This design comes from an exercise in tuning for small area, a short achievable clock period and few clock cycles on the open sky130 flow, not from production work. At most, simulation tests tie the RTL to the original design; equivalence was not proved. Function not checked in runs 2 to 7: the RTL went through the layout flow alone. No activity file was given, so power comes from the tool's default toggle rates.

==> flow/design.v <==
module msr_ring (
    input  wire        clk,
    input  wire        rst,
    input  wire        cmd_valid,
    output wire        cmd_ready,
    input  wire [1:0]  cmd_op,
    input  wire [15:0] cmd_arg,
    output reg         rsp_valid,
    output reg  [15:0] rsp_data
);
    localparam RING_CAP = 32;
    localparam R        = 2;             
    localparam NSTEP    = 16 / R;
    localparam OP_PUSH  = 2'd0;
    localparam OP_AVG   = 2'd1;
    localparam OP_SLOT  = 2'd2;
    localparam OP_CUR   = 2'd3;
    reg [15:0]   sr [0:RING_CAP-1];      
    reg [4:0]    cur;
    reg          full;                   
    reg [20:0]   sum;                    
    reg          v1;
    reg [1:0]    op1;
    reg [15:0]   arg1;
    reg          ready;
    assign cmd_ready = ready;
    wire accept = cmd_valid & ready & ~rst;
    reg          busy;
    reg [4:0]    rem;
    reg [15:0]   quo;                    
    reg [4:0]    dsr;
    reg [3:0]    step;
    integer i;
    wire push = v1 & (op1 == OP_PUSH) & (arg1 != 16'd0);
    wire avg_div = v1 & (op1 == OP_AVG) & ~full;
    wire [4:0]  pos      = cur - 5'd1 - arg1[4:0];
    wire        slot_ok  = full | (arg1[4:0] < cur);
    wire [15:0] slot_val = slot_ok ? sr[pos] : 16'd0;
    wire [15:0] old = full ? sr[RING_CAP-1] : 16'd0;
    reg [4:0]  drem;
    reg [15:0] dquo;
    reg [5:0]  dt;
    integer s;
    always @* begin
        drem = rem;
        dquo = quo;
        for (s = 0; s < R; s = s + 1) begin
            dt   = {drem, dquo[15]};
            dquo = {dquo[14:0], 1'b0};
            if (dt >= {1'b0, dsr}) begin
                drem    = dt[4:0] - dsr;
                dquo[0] = 1'b1;
            end else begin
                drem    = dt[4:0];
            end
        end
    end
    wire [4:0] cur_nx  = cur + {4'd0, push};
    wire       full_nx = full | (push & (cur == 5'd31));
    always @(posedge clk) begin
        if (push) begin
            for (i = RING_CAP - 1; i > 0; i = i - 1)
                sr[i] <= sr[i-1];
            sr[0] <= arg1;
        end
    end
    always @(posedge clk) begin
        arg1 <= cmd_arg;
        op1  <= cmd_op;
        if (rst) begin
            v1        <= 1'b0;
            ready     <= 1'b1;
            cur       <= 5'd0;
            full      <= 1'b0;
            sum       <= 21'd0;
            busy      <= 1'b0;
            rsp_valid <= 1'b0;
            rsp_data  <= 16'd0;
            rem       <= 5'd0;
            quo       <= 16'd0;
            dsr       <= 5'd0;
            step      <= 4'd0;
        end else begin
            v1 <= accept;
            if (accept & (cmd_op == OP_AVG) & ~full_nx)
                ready <= 1'b0;
            if (push) begin
                cur  <= cur_nx;
                full <= full_nx;
                sum  <= sum + {5'd0, arg1} - {5'd0, old};
            end
            rsp_valid <= 1'b0;
            if (v1) begin
                if (avg_div) begin
                    if (cur == 5'd0) begin
                        rsp_valid <= 1'b1;
                        rsp_data  <= 16'd0;
                        ready     <= 1'b1;
                    end else begin
                        busy <= 1'b1;
                        rem  <= sum[20:16];
                        quo  <= sum[15:0];
                        dsr  <= cur;
                        step <= 4'd0;
                    end
                end else begin
                    rsp_valid <= 1'b1;
                    case (op1)
                        OP_PUSH: rsp_data <= 16'd0;
                        OP_AVG:  rsp_data <= sum[20:5];
                        OP_SLOT: rsp_data <= slot_val;
                        default: rsp_data <= {11'd0, cur};
                    endcase
                end
            end
            if (busy) begin
                rem  <= drem;
                quo  <= dquo;
                step <= step + 4'd1;
                if (step == NSTEP - 2)
                    ready <= 1'b1;
                if (step == NSTEP - 1) begin
                    busy      <= 1'b0;
                    rsp_valid <= 1'b1;
                    rsp_data  <= dquo;
                end
            end
        end
    end
endmodule
==> flow/run.sh <==
#!/bin/bash
# synth_recipe.tcl (not shown) runs the flow's synth.tcl, then flattens the netlist and writes it again
# the make line also repeats each setting of config.mk as NAME=value (left out here)
make -C /OpenROAD-flow-scripts/flow DESIGN_CONFIG=/design/flow/config.mk WORK_HOME=/design/flow/orfs CLKGATE_MAP_FILE= SYNTH_SCRIPT=/design/flow/synth_recipe.tcl finish
==> flow/config.mk <==
export PLATFORM = sky130hd
export DESIGN_NAME = msr_ring
export DESIGN_NICKNAME = msr_ring
export VERILOG_FILES = /design/flow/design.v
export SDC_FILE = /design/flow/constraint.sdc
export NUM_CORES = 4
export LEC_CHECK = 0
export CAP_MARGIN = 20
export CORE_MARGIN = 2
export CORE_UTILIZATION = 40
export SLEW_MARGIN = 20
==> flow/constraint.sdc <==
create_clock -name core_clock -period 8.0 [get_ports {clk}]
set_input_delay 1.6000 -clock core_clock [delete_from_list [all_inputs] [get_ports {clk}]]
set_output_delay 1.6000 -clock core_clock [all_outputs]
set_load 0.01 [all_outputs]
==> impl_results.md, run 1 <==
- Status: timing/DRC/antenna clean
- Area grow syn2layout: 13.4%
- Simple logic cell fraction of the synthesized area: 0.0903
- Post-synth EDFFs: 512
- Hold_buf cts: 0
- Final WL: 84.7 mm
- Post-synthesis compound-gate area fraction: 0.153
- # port buffers: 38
- Top Ports: 39
- Post-CTS setup buffer count: 0
- Achievable frequency: 0.198 GHz
- 1st-iter DRT viols: 2622
- Leak pwr: 9.61 nW
- Worst setup SP type: flip-flop
- CTS H-Tree Depth: 2
- Worst EP arrival: 5550 ps
- Clock Path Buffers: 3
- Clock latency at the later pin of the worst-skew pair: 640 ps
- Gate Count Post-Synth: 1856
- Clock transition at path regs: 70 ps
- CP bufs+invs: 1
- Pre-Repair DR Iteration Count: 6
- Fin crit period: 5050 ps
- Cts bufs inserted: 61
- Layout fillers: 5666
- Global-route wire length before repair: 120 mm
- Final-report hold violation count: 0
- Synth cell types: 94
- Clock sinks: 607
- Worst Hold Class: flip-flop to flip-flop
- GR Overflow Total: 0
- Int Power: 0.00515 W
- Post-Synth XOR/XNOR Area: 0.00778
- Routability congestion estimate: 0.945
- Largest family of logic cells by synthesized area: compound AO/OA/AOI/OAI gates
- Initial Utilization: 0.406
- Final Max Tran Viols: 0
- Max stage delay on crit path: 790 ps
- Final worst path period share: 0.631
- CP top delay family: compound AO/OA/AOI/OAI gates
- Core area: 63300 µm²
- Crit path kind: flip-flop to flip-flop
- RSZ-0062 raised after global routing: no
- Required time worst endpoint: 8510 ps
- Setup crit end kind: flip-flop
- Highest fanout seen on the critical path: 10
- Sequential share of power: 0.525
- Critical path's slowest cell: a211oi_2
- Vias in the first global route: 16624
- Clock share of power: 0.418
- Combinational share of power: 0.058
- Ant diodes: 0
- VDD IR max: 172 µV
- Antenna violations before repair: 3
- Net Sw Frac: 0.228
- Routed wire per std cell: 30.0 µm
- Switch Pwr: 0.00153 W
- Final WS setup: 2950 ps
- Remaining DRCs: 0
- Setup Skew: 24.6 ps
- Share of layout cells above drive strength 1: 0.105
- Nets: 2009
- Post-Synth Adder-Cell Area: 0.0357
- Tightest Pin Transition: 1350 ps
- CTS resizes: 0
- Synth area leader: edfxtp_1
- Async SR Flop Fraction: 0
- Row cnt: 92
- Pre-CTS WS: 3010 ps
- Post-synthesis mux area share: 0.0119
- Slew margin rel.: 0.102
- Max-cap violation count: 0
- Vias: 17828
- Post-Route Setup TNS: 0 ps
- Crit-path cells: ha_1 > inv_1 > fa_1 > a21o_1 > a21oi_1 > nor2_1 > nor2_1 > mux2_2 > ha_1 > nor2b_1 > o21ai_0 > nand2b_1 > a41o_1 > a211oi_2 > a21oi_1 > a32oi_1 > nand2_1
- Final setup fails: 0
- Area of the mapped netlist: 25700 µm²
- DIE WIDTH: 258 µm
- Synth Warn #: 2
- CTS tree: done
- CTS root buffer: clkbuf_16
- Die H: 258 µm
- Number of routed nets with antenna violations: 0
- Multi-input gate area: 7770 µm²
- Area contributors post-synth: edfxtp_1 60%, dfxtp_1 7.4%, a22oi_1 2.7%, a21oi_1 2.1%, ha_1 2.1%
- Power Density: 229 nW/µm²
- Hold WS: 442 ps
- GR Util All Layers: 0.249
- Hpwl dp: 57.6 mm
- Syn nets: 1939
- Post-synth top flop: edfxtp_1
- Via-per-instance ratio: 6.32
- Synth Register Bits: 607
- Syn_area_per_cell: 13.9 µm²
- Synth top area share: 0.598
- Die area: 66300 µm²
- Register area: 17300 µm²
- Largest net degree at the start of global routing: 187
- Seq/Total Area, Yosys: 0.672
through the flow:
| step | utilization | area, µm² | power (W) | instances |
|---|---|---|---|---|
| 2_1_floorplan | - | 25700 | 0.00380 | 1856 |
| 3_3_place_gp | 0.430 | 27200 | 0.00393 | 2706 |
| 3_5_place_dp | 0.431 | 27300 | 0.00394 | 2709 |
| 4_1_cts | 0.461 | 29200 | 0.00669 | 2821 |
| 5_1_grt | 0.461 | 29200 | 0.00686 | 2821 |
| 6_report | 0.461 | 29200 | 0.00668 | 2821 |
routing by layer:
| metal | global-route usage | wire length [µm] | vias up |
|---|---|---|---|
| met1 | 0.347 | 33800 | 9006 |
| met3 | 0.0640 | 9890 | 192 |
| met2 | 0.377 | 37700 | 1174 |
| li1 | - | - | 7454 |
| met5 | 0 | 13 | - |
| met4 | 0.0882 | 3270 | 2 |
path summary, 6_finish.rpt:
path | to | depth (start not counted) | startpoint | slack [ps]
setup reg to reg | rsp_data[0]$_SDFF_PP0_ | 17 | dsr[0]$_SDFFE_PP0P_ | 2950
hold / removal | sr[3][0]$_DFFE_PP_ | 0 | sr[2][0]$_DFFE_PP_ | 440
hold reg to reg | sr[3][0]$_DFFE_PP_ | 0 | sr[2][0]$_DFFE_PP_ | 440
setup / recovery | rsp_data[0]$_SDFF_PP0_ | 17 | dsr[0]$_SDFFE_PP0P_ | 2950
cell families (layout without fill, tap and decap cells):
kind of cell / Yosys count / count (layout)
buf+inv: 174 / 293
compound gates: 510 / 510
simple gates: 455 / 455
xor+xnor: 19 / 19
flops: 607 / 607
fa+ha+maj: 62 / 62
mux: 29 / 29
synth_stat cells, types with 15 or more instances:
library cell,instances
clkbuf_1,47
a211oi_1,16
a21oi_1,109
fa_1,19
ha_1,43
a221oi_1,35
and3_1,17
a22o_1,30
nor3_1,22
mux2i_1,16
a21o_1,17
o21a_1,15
buf_2,19
edfxtp_1,512
nor2_1,115
nand4_1,29
nand3_1,47
dfxtp_1,95
and2_1,22
o21ai_0,39
nor4_1,16
a22oi_1,93
nand2_1,120
inv_1,89
worst register-to-register path: stages (launching register included):
cell,delay (ps)
dfxtp_1,370
ha_1,170
inv_1,60
fa_1,400
a21o_1,170
a21oi_1,230
nor2_1,60
nor2_1,660
mux2_2,440
ha_1,320
nor2b_1,150
o21ai_0,170
nand2b_1,120
a41o_1,240
a211oi_2,790
a21oi_1,260
a32oi_1,200
nand2_1,100
state kept, by name, summed over array words and instances, names as in the netlist:
| signal | cells |
|---|---|
| op1 | 2 |
| full | 1 |
| cur | 5 |
| busy | 1 |
| rsp_valid | 1 |
| sr | 512 |
| arg1 | 16 |
| dsr | 5 |
| sum | 21 |
| quo | 16 |
| rem | 5 |
| step | 4 |
| v1 | 1 |
| ready | 1 |
| rsp_data | 16 |
placed cells by master (no fill, tap or decap), types with 7 or more instances in the layout:
master             n
a21o_1            17
a22oi_1           93
a32oi_1           13
nor3_1            21
fa_1              19
a2111oi_0         14
a211oi_1          16
clkbuf_16         63
mux2_2            13
dfxtp_1           95
nand3_1           47
mux2i_1           16
edfxtp_1         512
a32o_1             8
or3_1              8
o211ai_1          14
clkdlybuf4s50_1   37
and3_1            17
nor2b_1           13
nand2_1          120
nor4_1            13
and2_1            22
ha_1              43
a22o_1            30
nand4_1           29
clkbuf_1          14
a221oi_1          35
a21oi_1          108
clkinv_1          20
a221o_1           11
inv_1             88
a222oi_1          12
xnor2_1           11
o21ai_0           39
nor2_1           115
nor3_2             7
o21a_1            15
a31oi_1           10
nand2b_1           7
buf_4             47
power groups by stage:
stage,Clock (W),Combinational [W],Sequential [W]
after global placement,0,0.000368,0.00357
after CTS,0.00282,0.000375,0.00350
after global routing,0.00294,0.000409,0.00350
after floorplan,0,0.000246,0.00355
after detailed placement,0,0.000373,0.00357
final,0.00279,0.000384,0.00350
layout make-up:
type                            count  share of cell area
Sequential cell                   607               0.592
Clock buffer                       78              0.0563
Tap cell                          846              0.0363
Clock inverter                     34             0.00896
Multi-Input combinational cell   1075               0.266
Timing Repair Buffer               91              0.0280
Inverter                           90              0.0118
Testbench counts, summed over its fixed seeds: cycles 8,333.
==> run 2: changes to the inputs <==
==> flow/design.v (replaced) <==
module msr_ring (
    input  wire        clk,
    input  wire        rst,
    input  wire        cmd_valid,
    output wire        cmd_ready,
    input  wire [1:0]  cmd_op,
    input  wire [15:0] cmd_arg,
    output reg         rsp_valid,
    output reg  [15:0] rsp_data
);
    localparam RING_CAP = 32;
    localparam R        = 2;             
    localparam NSTEP    = 16 / R;
    localparam OP_PUSH  = 2'd0;
    localparam OP_AVG   = 2'd1;
    localparam OP_SLOT  = 2'd2;
    localparam OP_CUR   = 2'd3;
    reg [15:0]   sr [0:RING_CAP-1];      
    reg [4:0]    cur;
    reg          full;                   
    reg [20:0]   sum;                    
    reg          v1;
    reg [1:0]    op1;
    reg [15:0]   arg1;
    reg          ready;
    assign cmd_ready = ready;
    wire accept = cmd_valid & ready & ~rst;
    reg          busy;
    reg [4:0]    rem;
    reg [2:0]    step;
    integer i;
    wire push = v1 & (op1 == OP_PUSH) & (arg1 != 16'd0);
    wire [4:0]  pos      = cur + ~arg1[4:0];             
    wire        slot_ok  = full | (arg1[4:0] < cur);
    wire [15:0] slot_val = slot_ok ? sr[pos] : 16'd0;
    wire [15:0] old = full ? sr[RING_CAP-1] : 16'd0;
    wire [4:0]  cur_nx  = cur + {4'd0, push};
    wire        full_nx = full | (push & (cur == 5'd31));
    wire [20:0] sum_nx  = push ? sum + {5'd0, arg1} - {5'd0, old} : sum;
    wire [15:0] dsrc = (step == 3'd0) ? sum[15:0] : rsp_data;
    wire [4:0]  drem_w [0:R];
    wire [15:0] dquo_w [0:R];
    assign drem_w[0] = rem;
    assign dquo_w[0] = dsrc;
    genvar g;
    generate
        for (g = 0; g < R; g = g + 1) begin : dstep
            wire [5:0] t  = {drem_w[g], dquo_w[g][15]};
            wire       ge = t >= {1'b0, cur};
            assign drem_w[g+1] = ge ? t[4:0] - cur : t[4:0];
            assign dquo_w[g+1] = {dquo_w[g][14:0], ge};
        end
    endgenerate
    wire [4:0]  drem = drem_w[R];
    wire [15:0] dquo = dquo_w[R];
    always @(posedge clk) begin
        if (push) begin
            for (i = RING_CAP - 1; i > 0; i = i - 1)
                sr[i] <= sr[i-1];
            sr[0] <= arg1;
        end
    end
    wire start_div = accept & (cmd_op == OP_AVG) & ~full_nx & (cur_nx != 5'd0);
    always @(posedge clk) begin
        arg1 <= cmd_arg;
        op1  <= cmd_op;
        if (start_div)
            rem <= sum_nx[20:16];
        else if (busy)
            rem <= drem;
        if (start_div)
            step <= 3'd0;
        else
            step <= step + 3'd1;
        if (busy)
            rsp_data <= dquo;
        else if (v1)
            case (op1)
                OP_PUSH: rsp_data <= 16'd0;
                OP_AVG:  rsp_data <= full ? sum[20:5] : 16'd0;
                OP_SLOT: rsp_data <= slot_val;
                default: rsp_data <= {11'd0, cur};
            endcase
        if (rst) begin
            v1        <= 1'b0;
            ready     <= 1'b1;
            cur       <= 5'd0;
            full      <= 1'b0;
            sum       <= 21'd0;
            busy      <= 1'b0;
            rsp_valid <= 1'b0;
        end else begin
            v1   <= accept;
            cur  <= cur_nx;
            full <= full_nx;
            sum  <= sum_nx;
            if (busy && step == NSTEP - 2)
                ready <= 1'b1;
            if (busy && step == NSTEP - 1)
                busy <= 1'b0;
            if (start_div) begin
                busy  <= 1'b1;
                ready <= 1'b0;
            end
            rsp_valid <= busy ? (step == NSTEP - 1) : v1;
        end
    end
endmodule
--- a/flow/config.mk
+++ b/flow/config.mk
@@ -6,6 +6,8 @@
 export NUM_CORES = 4
 export LEC_CHECK = 0
+export ABC_AREA = 1
 export CAP_MARGIN = 20
 export CORE_MARGIN = 2
 export CORE_UTILIZATION = 40
+export SETUP_SLACK_MARGIN = 5
 export SLEW_MARGIN = 20
==> run 2 against run 1 <==
Still clean. Critical path depth is 3 higher. Via count is 12% higher. Wire length is 0.91% higher. Area after synthesis is 0.72% higher. Cell area is 12% higher. Worst setup slack better by 1300 ps. Register-to-register slack better by 1300 ps. Global-route usage is 1.1 points lower. Final cell count is 23% higher. Count of clock-buffer cells in the layout is 9 higher. Sequential power is 2% lower. Clock power is 4% lower.
==> impl_results.md, run 2 <==
- Reg2Reg Capture Point: rem[2]$_DFFE_PP_
- Tightest Pin Transition: 795 ps (-551 ps)
- Achievable frequency: 0.268 GHz (+35%)
- CTS tree: done
- Setup slack, reg-to-reg: 4260 ps (+1310 ps)
- # port buffers: 38 (unchanged)
- Crit path kind: flip-flop to flip-flop
- Worst Hold Class: flip-flop to flip-flop
- Top cells by count, synth: 533 x edfxtp_1, 531 x nand2_1, 427 x nand3_1, 196 x nor2_1, 168 x inv_1
- Commonest cells after routing, fill and taps aside: 533 x edfxtp_1, 484 x nand2_1, 399 x nand3_1
- Synth Register Bits: 585 (-3.6%)
- Final-report hold violation count: 0 (unchanged)
- Max-cap violation count: 0 (unchanged)
- Setup crit end kind: flip-flop
- Area of the mapped netlist: 25900 µm² (+0.72%)
- Hold Path End: sr[11][1]$_DFFE_PP_
- CP bufs+invs: 3 (+2)
- Syn nets: 2442 (+26%)
- Routed wire per std cell: 24.6 µm (-18%)
- Die area: 66800 µm² (+0.71%)
- Required time worst endpoint: 8390 ps (-120 ps)
- Routability congestion estimate: 0.904 (-4.3%)
- Post-Route Setup TNS: 0 ps (unchanged)
- Status: timing/DRC/antenna clean
- 1st-iter DRT viols: 3273 (+25%)
- Final setup fails: 0 (unchanged)
- Min-Delay Path Depth: 0 (unchanged)
- Max stage delay on crit path: 380 ps (-410 ps)
- GR Overflow Total: 0 (unchanged)
- CP top delay family: adder cells
- Vias: 19955 (+12%)
- Highest fanout seen on the critical path: 7 (-3)
- Global-route wire length before repair: 119 mm (-0.40%)
- Most frequent cell after synthesis: edfxtp_1
- Final WL: 85.4 mm (+0.91%)
- CTS H-Tree Depth: 2 (unchanged)
- FF-to-FF path depth: 20 (+3)
- Slew margin rel.: 0.469 (+0.367)
- Worst setup SP type: flip-flop
- Reg with most FFs: sr
- Synth Warn #: 2 (unchanged)
- Commonest non-fill, non-tap cell in the layout: edfxtp_1
- Final WS setup: 4260 ps (+1310 ps)
- Vias in the first global route: 18772 (+13%)
- Pre-Repair DR Iteration Count: 7 (+1)
- CTS root buffer: clkbuf_16
- Area contributors post-synth: edfxtp_1 62%, nand3_1 8.3%, nand2_1 7.7%, dfxtp_1 4.0%, nor2_1 2.8%
- Gate Count Post-Synth: 2357 (+27%)
- Hpwl dp: 43.9 mm (-24%)
- Power Density: 215 nW/µm² (-6.2%)
- Largest net degree at the start of global routing: 212 (+13%)
- Post-synth EDFFs: 533 (+4.1%)
- Core area: 64200 µm² (+1.5%)
- GR Util All Layers: 0.238 (-0.0112)
- Final Max Tran Viols: 0 (unchanged)
- Remaining DRCs: 0 (unchanged)
- Die H: 258 µm (+0.35%)
- Post-synth top flop: edfxtp_1
- Max reg flops: 512 (unchanged)
- Top Ports: 39 (unchanged)
- Pre-CTS WS: 3420 ps (+414 ps)
- Number of routed nets with antenna violations: 0 (unchanged)
- Final worst path period share: 0.467 (-0.164)
- Row cnt: 93 (+1.1%)
- Clock sinks: 585 (-3.6%)
- Async SR Flop Fraction: 0 (unchanged)
- Nets: 2660 (+32%)
- VDD IR max: 180 µV (+4.6%)
- Leak pwr: 12.9 nW (+34%)
- Largest regs: sr: 512 flops, sum: 21 flops
- Synth top area share: 0.618 (+0.0201)
- Synth cell types: 47 (-50%)
- DIE WIDTH: 258 µm (+0.35%)
- Share of layout cells above drive strength 1: 0.210 (+0.105)
- Fin crit period: 3740 ps (-1310 ps)
- Clock latency at the later pin of the worst-skew pair: 640 ps (about the same)
- Initial Utilization: 0.403 (-0.00294)
- Clock transition at path regs: 70 ps (about the same)
- Reg2Reg Launch Point: step[0]$_SDFF_PP0_
- Worst EP arrival: 4120 ps (-1430 ps)
- HP Start: sr[10][1]$_DFFE_PP_
- Crit-path cells: inv_2 > ha_4 > nand2_8 > inv_8 > o21ai_4 > ha_2 > inv_2 > fa_2 > a21oi_2 > nor2_2 > o21ai_2 > nand2_4 > mux2i_4 > fa_2 > nand3_2 > nand3_2 > a21oi_4 > nand3_4 > o211ai_1 > o21ai_1
- Seq/Total Area, Yosys: 0.658 (-0.0137)
- Cts bufs inserted: 61 (unchanged)
- Syn_area_per_cell: 11.0 µm² (-21%)
- Area grow syn2layout: 26.2%
- Synth area leader: edfxtp_1
- Critical path's slowest cell: fa_2
- Antenna violations before repair: 1 (-2)
- Setup Skew: 20.7 ps (-3.91 ps)
- Via-per-instance ratio: 5.74 (-9.2%)
- Clock Path Buffers: 3 (unchanged)
- RSZ-0062 raised after global routing: yes
==> run 2: stage by stage <==
step,area [µm²],power (W),hold WS (ps),util,std cells
finish,32700,0.00702,443,0.509,3476
global route,32700,0.00722,443,0.509,3475
CTS,31100,0.00691,435,0.485,3404
detailed placement,27200,0.00407,432,0.423,3167
global placement,27200,0.00406,418,0.423,3167
floorplan,26100,0.00386,406,-,2357
==> run 2: cell families after synthesis <==
logic type / after synthesis / share of synthesized area
DFF: 585 / 0.658
xor gates and xnor gates: 24 / 0.00884
AOI/OAI and AO/OA: 183 / 0.0385
buffers and inverters: 277 / 0.0470
adders and majority gates: 64 / 0.0364
and+or+nand+nor: 1222 / 0.210
muxes: 2 / 0.000773
==> run 2: power breakdown <==
group          leakage, nW  internal (W)  switching (W)
combinational         6.68      0.000351       0.000543
clock                0.912       0.00148        0.00121
sequential            5.28       0.00338      0.0000500
total                 12.9       0.00521        0.00180
==> run 2: how the worst max path moves through the flow <==
| stage | from | to | cells past startpoint |
|---|---|---|---|
| floorplan | op1[0]$_DFF_P_ | rem[1]$_DFFE_PP_ | 15 |
| global placement | cur[0]$_SDFF_PP0_ | rsp_data[1]$_DFFE_PP_ | 18 |
| finish | step[0]$_SDFF_PP0_ | rem[2]$_DFFE_PP_ | 20 |
| detailed placement | cur[0]$_SDFF_PP0_ | rsp_data[1]$_DFFE_PP_ | 18 |
| CTS | step[0]$_SDFF_PP0_ | rem[4]$_DFFE_PP_ | 20 |
| global route | step[0]$_SDFF_PP0_ | rem[1]$_DFFE_PP_ | 22 |
==> run 2: layout make-up <==
class / instances / area, µm²
Fill cell: 5492 / 31500
Clock buffer: 87 / 1710
Multi-Input combinational cell: 1503 / 8720
Sequential cell: 585 / 17100
Timing Repair Buffer: 253 / 3300
Tap cell: 855 / 1070
Clock inverter: 21 / 135
Inverter: 171 / 674
Antenna cell: 1 / 2.50
==> run 2: routing by layer <==
metal,up-vias,GRT usage,part of all wire
li1,8634,-,-
met1,9786,0.333,0.38
met2,1331,0.371,0.46
met3,204,0.0424,0.12
met4,0,0.0873,0.040
met5,-,0,0
==> run 2: what timing repair did <==
item	CTS	global route
setup buffers	109	52
pin swaps	74	105
hold buffers	0	0
gates cloned	20	18
setup endpoints to repair	281	130
gates resized for setup	213	160
==> run 3: changes to the inputs <==
--- a/flow/config.mk
+++ b/flow/config.mk
@@ -6,5 +6,5 @@
 export NUM_CORES = 4
 export LEC_CHECK = 0
-export ABC_AREA = 1
+export ABC_CLOCK_PERIOD_IN_PS = 3000
 export CAP_MARGIN = 20
 export CORE_MARGIN = 2
==> run 3 against run 2 <==
Still clean on timing, DRC and antenna. Clock skew increased by 3.6 ps. Global-route usage increased by 3.4 points. Count of clock-buffer cells in the layout decreased by 13. Worst setup slack got worse by 320 ps. Non-clock buffer count increased by 87. Core utilization increased by 1.7 points. Critical path type unchanged. Highest routed layer is now met5.
==> impl_results.md, run 3 <==
- Status: timing/DRC/antenna clean
- Final setup fails: 0 (unchanged)
- VDD IR max: 154 µV (-14%)
- Worst EP arrival: 4430 ps (+310 ps)
- Final WL: 93.9 mm (+9.9%)
- Max stage delay on crit path: 340 ps (-40 ps)
- Max reg flops: 512 (unchanged)
- Via-per-instance ratio: 6.46 (+12%)
- Crit-path cells: inv_2 > ha_4 > nand2b_4 > nor2_2 > a21oi_2 > ha_2 > inv_2 > fa_2 > a21o_1 > a21o_1 > a21oi_4 > mux2_4 > ha_4 > a21o_1 > a21oi_2 > nand2_2 > a211oi_4 > buf_4 > mux2_4 > nand2_2 > o21ai_2
- Antenna violations before repair: 7 (+6)
- Post-synth top flop: edfxtp_1
- Critical path's slowest cell: dfxtp_2
- Top Ports: 39 (unchanged)
- CTS root buffer: clkbuf_16
- Setup crit end kind: flip-flop
- Hold WS: 446 ps (+3.82 ps)
- Vias in the first global route: 17233 (-8.2%)
- Synth Register Bits: 585 (unchanged)
- GR Util All Layers: 0.271 (+0.0336)
- Max-cap violation count: 0 (unchanged)
- Largest net degree at the start of global routing: 189 (-11%)
- Synth Warn #: 2 (unchanged)
- Clock latency at the later pin of the worst-skew pair: 640 ps (about the same)
- Worst setup SP type: flip-flop
- Remaining DRCs: 0 (unchanged)
- Largest regs: sr: 512 flops, sum: 21 flops
- Tightest Pin Transition: 1170 ps (+374 ps)
- Top cells by count, synth: 533 x edfxtp_1, 135 x nand2_1, 100 x a21oi_1, 99 x nor2_1, 86 x a22oi_1
- Clock sinks: 585 (unchanged)
- Clock share of power: 0.391 (+0.007)
- Async SR Flop Fraction: 0 (unchanged)
- # port buffers: 38 (unchanged)
- Number of routed nets with antenna violations: 0 (unchanged)
- Core area: 61500 µm² (-4.3%)
- Post-Route Setup TNS: 0 ps (unchanged)
- Routability congestion estimate: 0.893 (-1.2%)
- Setup Skew: 24.3 ps (+3.63 ps)
- CTS tree: done
- Global-route wire length before repair: 124 mm (+3.9%)
- Int Power: 0.00532 W (+2.1%)
- Gate Count Post-Synth: 1764 (-25%)
- Power Density: 220 nW/µm² (+2.7%)
- Most frequent cell after synthesis: edfxtp_1
- Die H: 253 µm (-2.2%)
- Share of layout cells above drive strength 1: 0.307 (+0.0970)
- Leak pwr: 11.1 nW (-14%)
- Post-synth EDFFs: 533 (unchanged)
- Row cnt: 91 (-2.2%)
- Syn nets: 1849 (-24%)
- Syn_area_per_cell: 14.0 µm² (+28%)
- Commonest non-fill, non-tap cell in the layout: edfxtp_1
- Final-report hold violation count: 0 (unchanged)
- Clock Path Buffers: 3 (unchanged)
- GR Overflow Total: 0 (unchanged)
- Worst Hold Class: flip-flop to flip-flop
- Area of the mapped netlist: 24800 µm² (-4.3%)
- Achievable frequency: 0.247 GHz (-7.9%)
- RSZ-0062 raised after global routing: yes
- Highest fanout seen on the critical path: 4 (-3)
- Combinational share of power: 0.127 (about the same)
- Hpwl dp: 54.7 mm (+25%)
- Layout fillers: 4996 (-9.0%)
- Most used cell, CP: a21o_1
- Area grow syn2layout: 30.6%
- Sequential share of power: 0.482 (-0.007)
- Switch Pwr: 0.00181 W (+0.60%)
- Net Sw Frac: 0.254 (-0.00281)
- Final Max Tran Viols: 0 (unchanged)
- Commonest cells after routing, fill and taps aside: 533 x edfxtp_1, 214 x buf_4, 124 x nand2_1
- Required time worst endpoint: 8370 ps (-20 ps)
- Pre-Repair DR Iteration Count: 8 (+1)
- Final worst path period share: 0.507 (+0.0398)
- Synth top area share: 0.646 (+0.0279)
- Synth cell types: 79 (+68%)
- Synth area leader: edfxtp_1
- Crit path kind: flip-flop to flip-flop
- 1st-iter DRT viols: 3277 (+0.12%)
- Slew margin rel.: 0.212 (-0.257)
- Clock transition at path regs: 60 ps (about the same)
- Reg with most FFs: sr
- Seq/Total Area, Yosys: 0.688 (+0.0297)
- CTS H-Tree Depth: 2 (unchanged)
- Cts bufs inserted: 59 (-3.3%)
- Nets: 2175 (-18%)
- Die area: 64000 µm² (-4.3%)
- Post-Route Utilization: 0.526 (+0.0175)
- Routed wire per std cell: 32.0 µm (+30%)
- DIE WIDTH: 253 µm (-2.2%)
- Initial Utilization: 0.403 (about the same)
- Fin crit period: 4050 ps (+318 ps)
- Vias: 18933 (-5.1%)
- Area contributors post-synth: edfxtp_1 65%, dfxtp_1 4.2%, a22oi_1 2.6%, ha_1 2.3%, nand2_1 2.0%
==> run 3: through the flow <==
step	total power, W	cells	area [µm²]	setup WS [ps]
2_1_floorplan	0.00387	1764	25300	3860
3_3_place_gp	0.00407	2550	26600	3560
3_5_place_dp	0.00408	2550	26600	3490
4_1_cts	0.00695	2774	30100	3920
5_1_grt	0.00729	2931	32400	3820
6_report	0.00714	2932	32400	3950
==> run 3: critical path, delay by kind of cell, from the launching register on <==
kind | cells | cell delay [ps]
flops | 1 | 340
fa+ha+maj | 4 | 910
compound gates | 8 | 1370
buf+inv | 3 | 250
simple gates | 4 | 290
mux | 2 | 630
==> run 3: power groups by stage <==
stage          Sequential (W)  Combinational, W  Clock [W]
6_report              0.00344          0.000905    0.00279
4_1_cts               0.00343          0.000713    0.00280
3_5_place_dp          0.00350          0.000579          0
3_3_place_gp          0.00350          0.000574          0
5_1_grt               0.00344          0.000939    0.00291
2_1_floorplan         0.00347          0.000396          0
==> run 3: kinds of logic after synthesis <==
kind of cell,synth area share
flops,0.688
compound gates,0.139
simple gates,0.0827
buf+inv,0.0295
fa+ha+maj,0.0381
mux,0.0151
xor+xnor,0.00772
==> run 3: worst paths after layout <==
path,slack [ps],from,end,cells after the start
worst min register to register,450,sr[8][11]$_DFFE_PP_,sr[9][11]$_DFFE_PP_,0
worst max register to register,3950,step[0]$_SDFF_PP0_,rem[2]$_DFFE_PP_,21
worst max-delay path,3950,step[0]$_SDFF_PP0_,rem[2]$_DFFE_PP_,21
worst min-delay path,450,sr[8][11]$_DFFE_PP_,sr[9][11]$_DFFE_PP_,0
==> run 3: final cells by class <==
cell class / count / area, µm² / area share
timing repair buffer: 340 / 3500 / 0.108
timing repair inverter: 3 / 33.8 / 0.00104
clock buffer: 74 / 1570 / 0.0486
tap: 790 / 988 / 0.0305
inverter: 85 / 349 / 0.0108
multi-input combinational: 1016 / 8500 / 0.263
sequential: 585 / 17100 / 0.528
antenna: 4 / 10.0 / 0.000309
clock inverter: 35 / 330 / 0.0102
==> run 3: per-layer routing <==
layer  track usage  part of all wire  vias to the layer above
li1              -                 -                     7600
met1         0.361              0.36                     9299
met2         0.397              0.43                     1632
met3        0.0854              0.15                      396
met4         0.144             0.067                        6
met5             0           0.00083                        -
==> run 3: timing repair <==
item	in CTS	in global routing
setup buffers	106	138
pin swaps	56	98
hold buffers	0	0
gates resized for setup	180	183
setup endpoints to repair	508	52
cloned	9	15
==> run 4: changes to the inputs <==
--- a/flow/design.v
+++ b/flow/design.v
@@ -29,4 +29,6 @@
     reg [4:0]    rem;
     reg [2:0]    step;
+    reg          first;                  
+    reg [6:0]    cur3;                   
     integer i;
     wire push = v1 & (op1 == OP_PUSH) & (arg1 != 16'd0);
@@ -38,20 +40,13 @@
     wire        full_nx = full | (push & (cur == 5'd31));
     wire [20:0] sum_nx  = push ? sum + {5'd0, arg1} - {5'd0, old} : sum;
-    wire [15:0] dsrc = (step == 3'd0) ? sum[15:0] : rsp_data;
-    wire [4:0]  drem_w [0:R];
-    wire [15:0] dquo_w [0:R];
-    assign drem_w[0] = rem;
-    assign dquo_w[0] = dsrc;
-    genvar g;
-    generate
-        for (g = 0; g < R; g = g + 1) begin : dstep
-            wire [5:0] t  = {drem_w[g], dquo_w[g][15]};
-            wire       ge = t >= {1'b0, cur};
-            assign drem_w[g+1] = ge ? t[4:0] - cur : t[4:0];
-            assign dquo_w[g+1] = {dquo_w[g][14:0], ge};
-        end
-    endgenerate
-    wire [4:0]  drem = drem_w[R];
-    wire [15:0] dquo = dquo_w[R];
+    wire [6:0]  t  = {first ? sum[20:16] : rem, sum[15:14]};
+    wire [7:0]  e1 = {1'b0, t} - {3'b0, cur};
+    wire [7:0]  e2 = {1'b0, t} - {2'b0, cur, 1'b0};
+    wire [7:0]  e3 = {1'b0, t} - {1'b0, cur3};
+    wire        g1 = ~e1[7];
+    wire        g2 = ~e2[7];
+    wire        g3 = ~e3[7];
+    wire [4:0]  drem = g3 ? e3[4:0] : g2 ? e2[4:0] : g1 ? e1[4:0] : t[4:0];
+    wire [1:0]  dq   = {g2, g3 | (g1 & ~g2)};
     always @(posedge clk) begin
         if (push) begin
@@ -65,15 +60,10 @@
         arg1 <= cmd_arg;
         op1  <= cmd_op;
-        if (start_div)
-            rem <= sum_nx[20:16];
-        else if (busy)
-            rem <= drem;
-        if (start_div)
-            step <= 3'd0;
+        rem  <= drem;
+        first <= start_div;
+        step <= start_div ? 3'd0 : step + 3'd1;
+        if (busy)
+            rsp_data <= {rsp_data[15-R:0], dq};
         else
-            step <= step + 3'd1;
-        if (busy)
-            rsp_data <= dquo;
-        else if (v1)
             case (op1)
                 OP_PUSH: rsp_data <= 16'd0;
@@ -86,4 +76,5 @@
             ready     <= 1'b1;
             cur       <= 5'd0;
+            cur3      <= 7'd0;
             full      <= 1'b0;
             sum       <= 21'd0;
@@ -93,6 +84,11 @@
             v1   <= accept;
             cur  <= cur_nx;
+            if (push)
+                cur3 <= cur3 + 7'd3;
             full <= full_nx;
-            sum  <= sum_nx;
+            if (busy)
+                sum <= {sum[20:16], sum[15-R:0], sum[15:16-R]};
+            else
+                sum <= sum_nx;
             if (busy && step == NSTEP - 2)
                 ready <= 1'b1;
==> run 4 against run 3 <==
Still clean. Sequential share of layout area increased by 0.46 points. Global-route usage decreased by 0.83 points. Worst setup slack improved by 610 ps. Non-clock buffer count increased by 4. Clock power about the same. Core utilization increased by 0.44 points. Die area decreased by 1.6%. Critical path depth decreased by 7. Critical endpoint is now rsp_data[11]$_DFF_P_.
==> impl_results.md, run 4 <==
- Syn_area_per_cell: 14.2 µm² (+0.83%)
- Final-report hold violation count: 0 (unchanged)
- Wire length on met2: 37.8 mm (-5.5%)
- Switch Pwr: 0.00177 W (-2.5%)
- Pre-CTS WS: 3300 ps (-190 ps)
- Vias: 18327 (-3.2%)
- Worst EP arrival: 4030 ps (-400 ps)
- Number of routed nets with antenna violations: 0 (unchanged)
- Sequential share of power: 0.487 (+0.005)
- Max reg flops: 512 (unchanged)
- Global-route wire length before repair: 120 mm (-3.3%)
- Hpwl dp: 51.8 mm (-5.4%)
- Via-per-instance ratio: 6.34 (-1.9%)
- Status: timing/DRC/antenna clean
- Area grow syn2layout: 31.4%
- Achievable frequency: 0.291 GHz (+18%)
- Nets: 2151 (-1.1%)
- Async SR Flop Fraction: 0 (unchanged)
- Top cells by count, synth: 512 x edfxtp_1, 110 x nand2_1, 109 x a22oi_1, 96 x inv_1, 95 x nor2_1
- Pre-Repair DR Iteration Count: 8 (unchanged)
- Synth top area share: 0.631 (-0.0152)
- Largest family of logic cells by synthesized area: compound AO/OA/AOI/OAI gates
- Die H: 251 µm (-0.80%)
- GR Overflow Total: 0 (unchanged)
- RSZ-0062 raised after global routing: yes
- Clock sinks: 593 (+1.4%)
- Seq/Total Area, Yosys: 0.697 (+0.00931)
- Routability congestion estimate: 0.933 (+4.4%)
- Post-Synth Adder-Cell Area: 0.0431 (+0.00504)
- Hold_buf cts: 0 (unchanged)
- Metal3 WL: 12.0 mm (-14%)
- Synth Warn #: 2 (unchanged)
- VDD IR max: 198 µV (+28%)
- Cts bufs inserted: 60 (+1.7%)
- Area of the mapped netlist: 24400 µm² (-1.6%)
- Reg with most FFs: sr
- GR Util All Layers: 0.263 (-0.00831)
- Commonest non-fill, non-tap cell in the layout: edfxtp_1
- Post-Route Setup TNS: 0 ps (unchanged)
- Gate Count Post-Synth: 1721 (-2.4%)
- Clock share of power: 0.393 (+0.002)
- Area contributors post-synth: edfxtp_1 63%, dfxtp_1 6.7%, a22oi_1 3.4%, ha_1 2.7%, nand2_1 1.7%
- Row cnt: 90 (-1.1%)
- Final worst path period share: 0.430 (-0.0767)
- Clock latency at the later pin of the worst-skew pair: 670 ps (+30 ps)
- Tightest Pin Transition: 1070 ps (-96.4 ps)
- Final Max Tran Viols: 0 (unchanged)
- Required time worst endpoint: 8590 ps (+220 ps)
- Worst setup SP type: flip-flop
- Combinational share of power: 0.120 (-0.007)
- Routed wire per std cell: 30.1 µm (-6.0%)
- Synth Register Bits: 593 (+1.4%)
- Final WL: 87.0 mm (-7.3%)
- Syn nets: 1814 (-1.9%)
- Die area: 62900 µm² (-1.6%)
- CTS root buffer: clkbuf_16
- Slew margin rel.: 0.284 (+0.0725)
- CTS H-Tree Depth: 2 (unchanged)
- Synth cell types: 77 (-2.5%)
- Synth area leader: edfxtp_1
- Crit path kind: flip-flop to flip-flop
- Antenna violations before repair: 3 (-4)
- 1st-iter DRT viols: 3105 (-5.2%)
- # port buffers: 38 (unchanged)
- Largest net degree at the start of global routing: 185 (-2.1%)
- CTS tree: done
- Final setup fails: 0 (unchanged)
- Most frequent cell after synthesis: edfxtp_1
- Share of layout cells above drive strength 1: 0.300 (-0.00734)
- Worst Hold Class: flip-flop to flip-flop
- Fin crit period: 3440 ps (-613 ps)
- Final WS setup: 4560 ps (+613 ps)
- Leak pwr: 11.3 nW (+1.8%)
- Post-synthesis mux area share: 0.0108 (-0.00437)
- Post-synth top flop: edfxtp_1
- Core area: 60400 µm² (-1.8%)
- Wire length on met1: 31.8 mm (-5.3%)
- Clock transition at path regs: 70 ps (about the same)
- Max Used Layer: met5
- Layout fillers: 4791 (-4.1%)
- Setup crit end kind: flip-flop
- Post-synthesis compound-gate area fraction: 0.135 (-0.00412)
- Clock Path Buffers: 3 (unchanged)
- Int Power: 0.00535 W (+0.53%)
- Post-Synth XOR/XNOR Area: 0.0108 (+0.00305)
- DIE WIDTH: 251 µm (-0.80%)
- Simple logic cell fraction of the synthesized area: 0.0752 (-0.00746)
- Power Density: 222 nW/µm² (+0.79%)
- Highest fanout seen on the critical path: 5 (+1)
- Setup Skew: 44.8 ps (+20.5 ps)
- Largest regs: sr: 512 flops, sum: 21 flops
- Net Sw Frac: 0.248 (-0.00568)
- Commonest cells after routing, fill and taps aside: 512 x edfxtp_1, 194 x buf_4, 103 x a22oi_1
- Remaining DRCs: 0 (unchanged)
- Vias in the first global route: 17225 (-0.046%)
- Max-cap violation count: 0 (unchanged)
- Initial Utilization: 0.404 (+0.000845)
- Top Ports: 39 (unchanged)
- Post-synth EDFFs: 512 (-3.9%)
[run 4: metrics by stage]
step           utilization  instance area (µm²)  hold WS [ps]  cells  total power, W
5_1_grt              0.531                32000           430   2889         0.00732
3_3_place_gp         0.432                26100           426   2510         0.00413
6_report             0.531                32000           422   2892         0.00712
2_1_floorplan            -                24700           417   1721         0.00394
4_1_cts              0.510                30800           431   2797         0.00702
3_5_place_dp         0.432                26100           433   2510         0.00414
[run 4: worst max-delay path, cell delays in order (launching register included)]
cell       delay (ps)
dfxtp_4           350
inv_4              40
ha_4              160
inv_4              50
fa_2              260
nor2b_4            70
o21a_4            220
o21a_4            250
buf_4             170
nor3_2            660
nand2_1           210
a211oi_2          580
nor3_2             70
nand4_1           130
a2bb2oi_2         150
[run 4: kinds of logic after synthesis]
logic type,count (synthesis)
XOR/XNOR,30
AND/OR/NAND/NOR,377
flip-flops,593
multiplexers,25
AO/OA/AOI/OAI,452
buffers and inverters,172
adder cells (fa/ha/maj),72
[run 4: repair_timing]
item	CTS	global route
setup buffers	168	87
resized for setup	292	110
cloned	8	5
pin swaps	111	116
setup endpoints to repair	449	37
[run 4: layout make-up]
class                      instances  area, µm²  share of cell area
timing repair inverter             3       31.3            0.000976
sequential                       593      17000               0.532
inverter                          96        403              0.0126
clock buffer                      75       1570              0.0489
multi-input combinational        960       8090               0.253
clock inverter                    36        350              0.0109
tap                              782        978              0.0305
timing repair buffer             344       3560               0.111
antenna                            3       7.51            0.000234
[run 4: worst paths after layout]
check	from	endpoint	slack (ps)	cells past startpoint
max	arg1[0]$_DFF_P_	rsp_data[11]$_DFF_P_	4560	14
max reg2reg	arg1[0]$_DFF_P_	rsp_data[11]$_DFF_P_	4560	14
min reg2reg	sr[6][9]$_DFFE_PP_	sr[7][9]$_DFFE_PP_	420	0
min	sr[6][9]$_DFFE_PP_	sr[7][9]$_DFFE_PP_	420	0
[run 4: per-layer routing]
metal  global-route usage  vias up
met3               0.0777      325
met5              0.00927        -
met1                0.347     9081
met4                0.146        4
met2                0.389     1520
li1                     -     7397
[run 4: power by group through the flow]
stage	Sequential [W]	Combinational, W	Clock (W)
final	0.00347	0.000852	0.00280
after global routing	0.00347	0.000911	0.00294
after floorplan	0.00350	0.000442	0
after global placement	0.00353	0.000604	0
after detailed placement	0.00353	0.000610	0
after CTS	0.00347	0.000749	0.00281
==> run 5: changes to the inputs <==
--- a/flow/config.mk
+++ b/flow/config.mk
@@ -9,5 +9,6 @@
 export CAP_MARGIN = 20
 export CORE_MARGIN = 2
-export CORE_UTILIZATION = 40
+export CORE_UTILIZATION = 60
+export CTS_BUF_LIST = sky130_fd_sc_hd__clkbuf_8
 export SETUP_SLACK_MARGIN = 5
 export SLEW_MARGIN = 20
==> run 5 against run 4 <==
Still clean. Sequential power barely moved. First-iteration DRC count rose by 3.3%. Wire length fell by 0.22%. Global-route usage rose by 15 points. Non-clock buffer count fell by 19.
==> impl_results.md, run 5 <==
- Final worst path period share: 0.439 (+0.00853)
- Worst Hold Class: flip-flop to flip-flop
- Global-route wire length before repair: 121 mm (+0.63%)
- Commonest non-fill, non-tap cell in the layout: edfxtp_1
- Row cnt: 73 (-19%)
- CP bufs+invs: 4 (+1)
- Vias: 18702 (+2.0%)
- Core area: 39900 µm² (-34%)
- Setup crit end kind: flip-flop
- GR Overflow Total: 0 (unchanged)
- Post-synth EDFFs: 512 (unchanged)
- Number of routed nets with antenna violations: 0 (unchanged)
- Clock latency at the later pin of the worst-skew pair: 710 ps (+40 ps)
- VDD IR max: 192 µV (-3.2%)
- Most frequent cell after synthesis: edfxtp_1
- Post-Route Utilization: 0.783 (+0.253)
- Area of the mapped netlist: 24400 µm² (unchanged)
- CTS H-Tree Depth: 3 (+1)
- Share of layout cells above drive strength 1: 0.301 (+0.000698)
- Crit path kind: flip-flop to flip-flop
- Gate Count Post-Synth: 1721 (unchanged)
- Synth Warn #: 2 (unchanged)
- Crit-path cells: clkinvlp_4 > buf_6 > fa_2 > nor2b_4 > o21a_4 > or3_4 > buf_12 > nand2_8 > nand2_2 > buf_4 > o21ai_0 > a221o_1 > nor4_4 > o21ai_1
- Hpwl dp: 49.2 mm (-4.9%)
- Syn nets: 1814 (unchanged)
- Max stage delay on crit path: 480 ps (-180 ps)
- Largest net degree at the start of global routing: 90 (-51%)
- Synth Register Bits: 593 (unchanged)
- Tightest Pin Transition: 1090 ps (+17.4 ps)
- Initial Utilization: 0.611 (+0.207)
- Worst EP arrival: 4050 ps (+20 ps)
- Final Max Tran Viols: 0 (unchanged)
- Commonest cells after routing, fill and taps aside: 512 x edfxtp_1, 187 x buf_4, 116 x inv_1
- Critical path's slowest cell: fa_2
- Status: timing/DRC/antenna clean
- Max-cap violation count: 0 (unchanged)
- DIE WIDTH: 206 µm (-18%)
- Synth top area share: 0.631 (unchanged)
- Final WL: 86.9 mm (-0.22%)
- Nets: 2166 (+0.70%)
- Synth area leader: edfxtp_1
- GR Util All Layers: 0.409 (+0.146)
- Slew margin rel.: 0.273 (-0.0116)
- RSZ-0062 raised after global routing: yes
- Antenna violations before repair: 4 (+1)
- Power Density: 220 nW/µm² (-1.1%)
- Syn_area_per_cell: 14.2 µm² (unchanged)
- Routed wire per std cell: 32.4 µm (+7.5%)
- Die H: 206 µm (-18%)
- Async SR Flop Fraction: 0 (unchanged)
- Remaining DRCs: 0 (unchanged)
- Clock transition at path regs: 70 ps (about the same)
- CTS root buffer: clkbuf_8
- Max reg flops: 512 (unchanged)
- Cts bufs inserted: 93 (+55%)
- Vias in the first global route: 17765 (+3.1%)
- Area grow syn2layout: 28.2%
- # port buffers: 38 (unchanged)
- Routability congestion estimate: 0.928 (-0.54%)
- Reg with most FFs: sr
- Leak pwr: 11.2 nW (-0.75%)
- CTS tree: done
- Seq/Total Area, Yosys: 0.697 (unchanged)
- Die area: 42300 µm² (-33%)
- Clock Path Buffers: 3 (unchanged)
- Largest regs: sr: 512 flops, sum: 21 flops
- CP top delay family: compound AO/OA/AOI/OAI gates
- Fin crit period: 3510 ps (+68.2 ps)
- Highest fanout seen on the critical path: 16 (+11)
- Via-per-instance ratio: 6.97 (+10%)
- Top cells by count, synth: 512 x edfxtp_1, 110 x nand2_1, 109 x a22oi_1, 96 x inv_1, 95 x nor2_1
- 1st-iter DRT viols: 3209 (+3.3%)
- Post-Route Setup TNS: 0 ps (unchanged)
- Pre-Repair DR Iteration Count: 9 (+1)
- Hold_buf cts: 0 (unchanged)
- Achievable frequency: 0.285 GHz (-1.9%)
- Setup Skew: 53.2 ps (+8.42 ps)
- Worst setup SP type: flip-flop
- Final-report hold violation count: 0 (unchanged)
- Synth cell types: 77 (unchanged)
- Required time worst endpoint: 8540 ps (-50 ps)
- Post-synth top flop: edfxtp_1
- Clock sinks: 593 (unchanged)
- Final setup fails: 0 (unchanged)
- Top Ports: 39 (unchanged)
- Area contributors post-synth: edfxtp_1 63%, dfxtp_1 6.7%, a22oi_1 3.4%, ha_1 2.7%, nand2_1 1.7%
run 5: cell counts after synthesis:
Identical to the previous run, type by type.
run 5: kinds of logic after synthesis:
| kind of cell | Yosys count | share of synthesized area |
|---|---|---|
| AND/OR/NAND/NOR | 377 | 0.0752 |
| flip-flops | 593 | 0.697 |
| AO/OA/AOI/OAI | 452 | 0.135 |
| XOR/XNOR | 30 | 0.0108 |
| buffers and inverters | 172 | 0.0281 |
| adder cells (fa/ha/maj) | 72 | 0.0431 |
| multiplexers | 25 | 0.0108 |
run 5: final cells by class:
cell class                      instances  area, µm²
Sequential cell                       593      17000
Timing Repair inverter                  3       31.3
Fill cell                            2219       8650
Timing Repair Buffer                  325       3250
Antenna cell                            6       15.0
Multi-Input combinational cell        961       8070
Inverter                               96        395
Clock buffer                          106       1460
Clock inverter                         68        348
Tap cell                              525        657
run 5: stage by stage:
step	instances	setup slack (ps)	instance area, µm²	power [W]	hold slack [ps]
5_1_grt	2677	4490	31300	0.00705	448
3_3_place_gp	2255	3460	25700	0.00413	425
6_report	2683	4490	31300	0.00687	431
3_5_place_dp	2255	3310	25700	0.00414	433
4_1_cts	2622	4670	30400	0.00677	444
2_1_floorplan	1721	4490	24700	0.00394	417
run 5: path summary, 6_finish.rpt:
kind / startpoint / endpoint / slack (ps) / cells after the start
worst max-delay path: cur[1]$_SDFF_PP0_ / rsp_data[12]$_DFF_P_ / 4490 / 14
worst min-delay path: sr[13][6]$_DFFE_PP_ / sr[14][6]$_DFFE_PP_ / 430 / 0
worst max register to register: cur[1]$_SDFF_PP0_ / rsp_data[12]$_DFF_P_ / 4490 / 14
worst min register to register: sr[13][6]$_DFFE_PP_ / sr[14][6]$_DFFE_PP_ / 430 / 0
run 5: repair_timing:
item	in CTS	in global routing
gates cloned	10	2
resized for setup	302	81
buffers inserted	183	52
hold endpoints to repair	0	0
pin swaps	126	90
endpoints found under the setup margin	447	41
run 5: worst reg2reg max path, stage by stage, from the launching register on:
cell and delay (ps):
dfxtp_4 370, clkinvlp_4 120, buf_6 140, fa_2 480
nor2b_4 190, o21a_4 200, or3_4 240, buf_12 150
nand2_8 60, nand2_2 170, buf_4 360, o21ai_0 230
a221o_1 370, nor4_4 180, o21ai_1 120
run 5: metal layers:
layer | up-vias | wire length [µm] | GRT usage
met5 | - | 64 | 0
met4 | 4 | 6740 | 0.247
met3 | 437 | 13300 | 0.144
met2 | 1787 | 37100 | 0.592
met1 | 9007 | 29700 | 0.534
li1 | 7467 | - | -
run 5: power by group:
group	switching [W]	leakage, nW	total (W)	internal, W
Combinational	0.000477	4.79	0.000867	0.000390
Sequential	0.0000612	5.33	0.00347	0.00341
Clock	0.00125	1.06	0.00253	0.00128
==> run 6: changes to the inputs <==
--- a/flow/design.v
+++ b/flow/design.v
@@ -33,11 +33,12 @@
     integer i;
     wire push = v1 & (op1 == OP_PUSH) & (arg1 != 16'd0);
-    wire [4:0]  pos      = cur + ~arg1[4:0];             
-    wire        slot_ok  = full | (arg1[4:0] < cur);
+    reg  [4:0]  pos;                                     
+    reg         slot_ok;
     wire [15:0] slot_val = slot_ok ? sr[pos] : 16'd0;
-    wire [15:0] old = full ? sr[RING_CAP-1] : 16'd0;
+    reg  [16:0] delta;
     wire [4:0]  cur_nx  = cur + {4'd0, push};
     wire        full_nx = full | (push & (cur == 5'd31));
-    wire [20:0] sum_nx  = push ? sum + {5'd0, arg1} - {5'd0, old} : sum;
+    wire [20:0] sum_nx  = push ? sum + {{4{delta[16]}}, delta} : sum;
+    wire [15:0] old_nx  = ~full_nx ? 16'd0 : push ? sr[RING_CAP-2] : sr[RING_CAP-1];
     wire [6:0]  t  = {first ? sum[20:16] : rem, sum[15:14]};
     wire [7:0]  e1 = {1'b0, t} - {3'b0, cur};
@@ -59,4 +60,7 @@
     always @(posedge clk) begin
         arg1 <= cmd_arg;
+        delta <= {1'b0, cmd_arg} - {1'b0, old_nx};
+        pos     <= cur_nx + ~cmd_arg[4:0];
+        slot_ok <= full_nx | (cmd_arg[4:0] < cur_nx);
         op1  <= cmd_op;
         rem  <= drem;
--- a/flow/config.mk
+++ b/flow/config.mk
@@ -9,6 +9,5 @@
 export CAP_MARGIN = 20
 export CORE_MARGIN = 2
-export CORE_UTILIZATION = 60
-export CTS_BUF_LIST = sky130_fd_sc_hd__clkbuf_8
+export CORE_UTILIZATION = 40
 export SETUP_SLACK_MARGIN = 5
 export SLEW_MARGIN = 20
==> run 6 against run 5 <==
Hold slack got worse by 1.1 ps. Critical path type is now input pin to flip-flop. Non-clock buffer count fell by 199. Highest routed layer unchanged. Critical path depth fell by 5. Worst setup slack gained 250 ps. Sequential share of layout area increased by 3.9 points. Area after synthesis rose by 2.4%. Global-route usage decreased by 17 points. Critical endpoint is now delta[15]$_DFF_P_. Power rose by 8.6%. Clock skew down 18 ps.
==> impl_results.md, run 6 <==
- Required time worst endpoint: 8540 ps (about the same)
- CTS H-Tree Depth: 3 (unchanged)
- Post-synth top flop: edfxtp_1
- Core area: 61700 µm² (+55%)
- Simple logic cell fraction of the synthesized area: 0.0936 (+0.0184)
- Die area: 64400 µm² (+52%)
- Antenna violations before repair: 3 (-1)
- Leak pwr: 10.2 nW (-8.5%)
- Final Max Tran Viols: 0 (unchanged)
- Remaining DRCs: 0 (unchanged)
- Syn nets: 1895 (+4.5%)
- Vias: 16959 (-9.3%)
- DIE WIDTH: 254 µm (+23%)
- Top cells by count, synth: 496 x edfxtp_1, 182 x a22oi_1, 134 x nand2_1, 120 x dfxtp_1, 93 x nor2_1
- Largest family of logic cells by synthesized area: compound AO/OA/AOI/OAI gates
- GR Util All Layers: 0.239 (-0.170)
- Largest regs: sr: 512 flops, sum: 21 flops, delta: 17 flops
- Seq/Total Area, Yosys: 0.693 (-0.00450)
- Post-Route Setup TNS: 0 ps (unchanged)
- Worst setup SP type: input pin
- Synth top area share: 0.596 (-0.0342)
- Setup slack, reg-to-reg: 4770 ps (+280 ps)
- Slew margin rel.: 0.222 (-0.0506)
- Die H: 254 µm (+23%)
- Max-cap violation count: 0 (unchanged)
- Largest net degree at the start of global routing: 102 (+13%)
- Area grow syn2layout: 18.7%
- Max reg flops: 512 (unchanged)
- Initial Utilization: 0.405 (-0.206)
- Cts bufs inserted: 66 (-29%)
- Area of the mapped netlist: 25000 µm² (+2.4%)
- Routability congestion estimate: 0.905 (-2.4%)
- Gate Count Post-Synth: 1800 (+4.6%)
- Crit path kind: input pin to flip-flop
- Worst Hold Class: flip-flop to flip-flop
- Setup crit end kind: flip-flop
- CTS root buffer: clkbuf_16
- Power Density: 252 nW/µm² (+14%)
- # port buffers: 38 (unchanged)
- CTS tree: done
- Clock latency at the later pin of the worst-skew pair: 620 ps (-90 ps)
- Tightest Pin Transition: 1160 ps (+73.6 ps)
- Synth Register Bits: 616 (+3.9%)
- Post-synthesis compound-gate area fraction: 0.130 (-0.00460)
- Setup Skew: 34.8 ps (-18.4 ps)
- RSZ-0062 raised after global routing: yes
- Syn_area_per_cell: 13.9 µm² (-2.1%)
- Top Ports: 39 (unchanged)
- Clock Path Buffers: 3 (unchanged)
- Highest fanout seen on the critical path: 5 (-11)
- Final WL: 77.3 mm (-11%)
- GR Overflow Total: 0 (unchanged)
- Final setup fails: 0 (unchanged)
- Routed wire per std cell: 27.5 µm (-15%)
- Final-report hold violation count: 0 (unchanged)
- Synth Warn #: 2 (unchanged)
- Achievable frequency: 0.307 GHz (+7.7%)
- Post-DP Area: 26600 µm² (+3.4%)
- Row cnt: 91 (+25%)
- Area contributors post-synth: edfxtp_1 60%, dfxtp_1 9.6%, a22oi_1 5.5%, ha_1 3.4%, nand2_1 2.0%
- Synth area leader: edfxtp_1
- Final instance area: 29600 µm² (-5.2%)
- Final WS setup: 4740 ps (+250 ps)
- Fin crit period: 3260 ps (-250 ps)
- Clock transition at path regs: 70 ps (about the same)
- Hpwl dp: 49.1 mm (-0.30%)
- VDD IR max: 149 µV (-22%)
- Hold_buf cts: 0 (unchanged)
- Pre-Repair DR Iteration Count: 6 (-3)
- Commonest non-fill, non-tap cell in the layout: edfxtp_1
- Clock sinks: 616 (+3.9%)
- Async SR Flop Fraction: 0 (unchanged)
- Nets: 2015 (-7.0%)
- Via-per-instance ratio: 6.03 (-13%)
- Vias in the first global route: 16358 (-7.9%)
- Pre-CTS WS: 3820 ps (+515 ps)
- Number of routed nets with antenna violations: 0 (unchanged)
- Commonest cells after routing, fill and taps aside: 496 x edfxtp_1, 182 x a22oi_1, 130 x nand2_1
- Synth cell types: 81 (+5.2%)
- 1st-iter DRT viols: 2337 (-27%)
- Worst EP arrival: 3800 ps (-250 ps)
- Global-route wire length before repair: 111 mm (-7.7%)
- Status: timing/DRC/antenna clean
- Share of layout cells above drive strength 1: 0.156 (-0.145)
- Post-Synth XOR/XNOR Area: 0.0137 (+0.00290)
- Final worst path period share: 0.407 (-0.0312)
- Post-synth EDFFs: 496 (-3.1%)
- Reg with most FFs: sr
- Most frequent cell after synthesis: edfxtp_1
- Post-synthesis mux area share: 0.00782 (-0.00296)
- Ant diodes: 0 (-6)
- Post-Synth Adder-Cell Area: 0.0389 (-0.00423)
[run 6: worst paths after layout]
kind / startpoint / to / cells past startpoint
min: sr[4][7]$_DFFE_PN_ / sr[5][7]$_DFFE_PN_ / 0
max reg2reg: arg1[12]$_DFF_P_ / delta[16]$_DFF_P_ / 19
max: cmd_arg[5] / delta[15]$_DFF_P_ / 9
min reg2reg: sr[4][7]$_DFFE_PN_ / sr[5][7]$_DFFE_PN_ / 0
[run 6: where the power goes]
group          internal (W)  leakage [nW]  total, W  switching [W]
Sequential          0.00354          5.50   0.00362      0.0000805
Clock               0.00177          1.04   0.00308        0.00131
Combinational      0.000302          3.68  0.000754       0.000452
[run 6: stage by stage]
stage                     hold WS [ps]   util  cells  total power (W)
after floorplan                    409      -   1800          0.00409
after global placement             415  0.431   2639          0.00433
after detailed placement           418  0.431   2639          0.00435
final                              430  0.480   2811          0.00746
after global routing               446  0.480   2811          0.00768
after CTS                          431  0.477   2802          0.00743
[run 6: logic make-up (layout without fill, tap and decap cells)]
logic type               after synthesis  count (layout)
flip-flops                           616             616
AND/OR/NAND/NOR                      465             465
AO/OA/AOI/OAI                        456             456
multiplexers                          18              18
buffers and inverters                132             306
adder cells (fa/ha/maj)               74              74
XOR/XNOR                              39              39
[run 6: worst max-delay path, stage by stage]
cell	delay, ps
clkdlybuf4s50_1	490
ha_1	290
nor2_1	230
nand2_1	150
o211ai_1	250
a21o_1	210
a31oi_4	110
or4_1	410
nand4_1	80
[run 6: layout make-up]
| type | count | area (µm²) |
|---|---|---|
| Multi-Input combinational cell | 1052 | 7650 |
| Clock inverter | 44 | 419 |
| Clock buffer | 78 | 1750 |
| Inverter | 54 | 235 |
| Tap cell | 837 | 1050 |
| Sequential cell | 616 | 17300 |
| Timing Repair inverter | 4 | 35.0 |
| Timing Repair Buffer | 126 | 1200 |
| Fill cell | 5432 | 32100 |
[run 6: per-layer routing]
metal	vias to the layer above	share of wire	global-route usage
met4	2	0.033	0.0792
met3	156	0.11	0.0581
met1	8498	0.42	0.339
met5	-	0.00016	0
li1	7282	-	-
met2	1021	0.44	0.360
[run 6: timing repair]
action | 4_1_cts | 5_1_grt
pin swaps | 22 | 19
gates resized for setup | 77 | 35
endpoints found under the setup margin | 72 | 30
cloned | 7 | 0
setup buffers | 34 | 9
==> run 7: changes to the inputs <==
--- a/flow/config.mk
+++ b/flow/config.mk
@@ -10,4 +10,3 @@
 export CORE_MARGIN = 2
 export CORE_UTILIZATION = 40
-export SETUP_SLACK_MARGIN = 5
 export SLEW_MARGIN = 20
==> run 7 against run 6 <==
First-iteration DRC count up 2.5%. Combinational power down about 10%. Power about the same. Still clean on timing, DRC and antenna.
==> impl_results.md, run 7 <==
- Clock Path Buffers: 3 (unchanged)
- Final Max Tran Viols: 0 (unchanged)
- Commonest non-fill, non-tap cell in the layout: edfxtp_1
- Via-per-instance ratio: 6.12 (+1.4%)
- Hpwl dp: 50.0 mm (+2.0%)
- Remaining DRCs: 0 (unchanged)
- Switch Pwr: 0.00180 W (-2.4%)
- Pre-Repair DR Iteration Count: 6 (unchanged)
- Hold_buf cts: 0 (unchanged)
- CTS root buffer: clkbuf_16
- Area grow syn2layout: 14.8%
- CTS tree: done
- Leak pwr: 9.78 nW (-4.3%)
- Required time worst endpoint: 8450 ps (-90 ps)
- Synth area leader: edfxtp_1
- 1st-iter DRT viols: 2396 (+2.5%)
- Worst EP arrival: 5000 ps (+1200 ps)
- Crit path kind: flip-flop to flip-flop
- Clock share of power: 0.423 (+0.010)
- Vias: 16915 (-0.26%)
- Area contributors post-synth: edfxtp_1 60%, dfxtp_1 9.6%, a22oi_1 5.5%, ha_1 3.4%, nand2_1 2.0%
- Final std cells w/o fill: 2765 (-1.6%)
- Global-route wire length before repair: 110 mm (-1.4%)
- Tightest Pin Transition: 1250 ps (+81.2 ps)
- Synth Register Bits: 616 (unchanged)
- Pre-CTS WS: 3320 ps (-503 ps)
- Post-Route Utilization: 0.465 (-0.0156)
- Top cells by count, synth: 496 x edfxtp_1, 182 x a22oi_1, 134 x nand2_1, 120 x dfxtp_1, 93 x nor2_1
- Final WL: 76.4 mm (-1.3%)
- Nets: 1973 (-2.1%)
- Post-synth top flop: edfxtp_1
- Clock transition at path regs: 60 ps (about the same)
- Largest net degree at the start of global routing: 93 (-8.8%)
- Routed wire per std cell: 27.6 µm (+0.36%)
- Clock latency at the later pin of the worst-skew pair: 620 ps (about the same)
- Post-Synth XOR/XNOR Area: 0.0137 (unchanged)
- Share of layout cells above drive strength 1: 0.0985 (-0.0575)
- Final WS setup: 3450 ps (-1290 ps)
- Combinational share of power: 0.091 (-0.010)
- Seq/Total Area, Yosys: 0.693 (unchanged)
- Max-cap violation count: 0 (unchanged)
- Die H: 254 µm (unchanged)
- Syn nets: 1895 (unchanged)
- Core area: 61700 µm² (unchanged)
- Reg with most FFs: sr
- Die area: 64400 µm² (unchanged)
- HP Start: arg1[3]$_DFF_P_
- Synth top area share: 0.596 (unchanged)
- Setup crit end kind: flip-flop
- Final setup fails: 0 (unchanged)
- Post-synthesis mux area share: 0.00782 (unchanged)
- Vias in the first global route: 16270 (-0.54%)
- Synth Warn #: 2 (unchanged)
- Worst Hold Class: flip-flop to flip-flop
- Largest regs: sr: 512 flops, sum: 21 flops, delta: 17 flops
- Gate Count Post-Synth: 1800 (unchanged)
- Synth cell types: 81 (unchanged)
- Power Density: 260 nW/µm² (+3.3%)
- Post-CTS setup buffer count: 0 (-100%)
- Fin crit period: 4550 ps (+1290 ps)
- Layout fillers: 5479 (+0.87%)
- Simple logic cell fraction of the synthesized area: 0.0936 (unchanged)
- DIE WIDTH: 254 µm (unchanged)
- Net Sw Frac: 0.241 (-0.00575)
- Routability congestion estimate: 0.923 (+1.9%)
- Post-Synth Adder-Cell Area: 0.0389 (unchanged)
- Achievable frequency: 0.220 GHz (-28%)
- Async SR Flop Fraction: 0 (unchanged)
- Status: timing/DRC/antenna clean
- Final-report hold violation count: 0 (unchanged)
- GR Util All Layers: 0.235 (-0.00363)
run 7: cell counts after synthesis:
Identical to the previous run, type by type.
run 7: power groups by stage:
stage | Sequential [W] | Clock, W | Combinational [W]
finish | 0.00362 | 0.00316 | 0.000676
global route | 0.00363 | 0.00330 | 0.000736
CTS | 0.00362 | 0.00318 | 0.000669
detailed placement | 0.00368 | 0 | 0.000664
global placement | 0.00368 | 0 | 0.000650
floorplan | 0.00365 | 0 | 0.000447
run 7: through the flow:
step / power, W / hold slack [ps] / instance area, µm²
finish: 0.00745 / 430 / 28700
global placement: 0.00433 / 414 / 26400
CTS: 0.00747 / 429 / 28600
global route: 0.00766 / 447 / 28700
detailed placement: 0.00435 / 414 / 26500
floorplan: 0.00410 / 409 / 25000
run 7: metal layers:
metal | GRT usage | share of wire
met1 | 0.334 | 0.41
met2 | 0.356 | 0.44
met3 | 0.0566 | 0.11
met4 | 0.0748 | 0.033
met5 | 0 | 0.00033
run 7: logic make-up (layout without fill, tap and decap cells):
family	count (synthesis)	count (layout)
buffers and inverters	132	260
adder cells (fa/ha/maj)	74	74
XOR/XNOR	39	39
AO/OA/AOI/OAI	456	456
AND/OR/NAND/NOR	465	465
multiplexers	18	18
flip-flops	616	616
run 7: worst max-delay path, stage by stage (launching register included):
cell and delay, ps:
dfxtp_1 420, nor2_1 200, nand3_2 90, buf_4 280
inv_8 490, buf_4 690, buf_6 710, nand2_1 120
nand2_1 120, nand2_1 70, ha_1 260, o41ai_1 610
xnor2_1 160
run 7: cell type report:
type,instances,area (µm²),area share
clock buffer,85,1770,0.0616
multi-input combinational,1052,7150,0.249
sequential,616,17300,0.603
inverter,54,210,0.00733
clock inverter,33,425,0.0148
timing repair buffer,88,779,0.0272
tap,837,1050,0.0365
run 7: worst paths after layout:
path | end | slack, ps | cells after the start
max | delta[14]$_DFF_P_ | 3450 | 12
min | sr[0][3]$_DFFE_PN_ | 430 | 0
max reg2reg | delta[14]$_DFF_P_ | 3450 | 12
min reg2reg | sr[0][3]$_DFFE_PN_ | 430 | 0

## separate check: timing with driven ports
Ports are ideal in the flow. The routed layouts listed here were re-timed in OpenROAD.
Step 1: set_driving_cell puts a clkbuf_16 on clk and a buf_2 on each other input, an assumption about the parent block.
Step 2 also shifts input and output timing later by t, the mid clock arrival at the registers, as if the neighbouring blocks saw the same clock.
a / b / c = ideal ports / drivers / drivers and shift; a / b = the first two.
run	t (ns)	setup slack, ns	worst data-port slew with drivers (ns)
run 1	0.689	2.953 / 2.953 / 2.953	0.05
run 2	0.694	4.264 / 4.264 / 4.264	0.04
run 3	0.692	3.945 / 3.945 / 3.945	0.04
run 4	0.704	4.559 / 4.559 / 4.395	0.04
run 5	0.735	4.490 / 4.490 / 4.396	0.05
run 6	0.657	4.740 / 4.769 / 4.115	0.04
run 7	0.662	3.447 / 3.447 / 3.447	0.04
After both steps setup and hold are still met in every run listed. For run 6, which loses most, drivers alone change the setup slack by +0.029 ns; drivers and shift together by -0.625 ns.
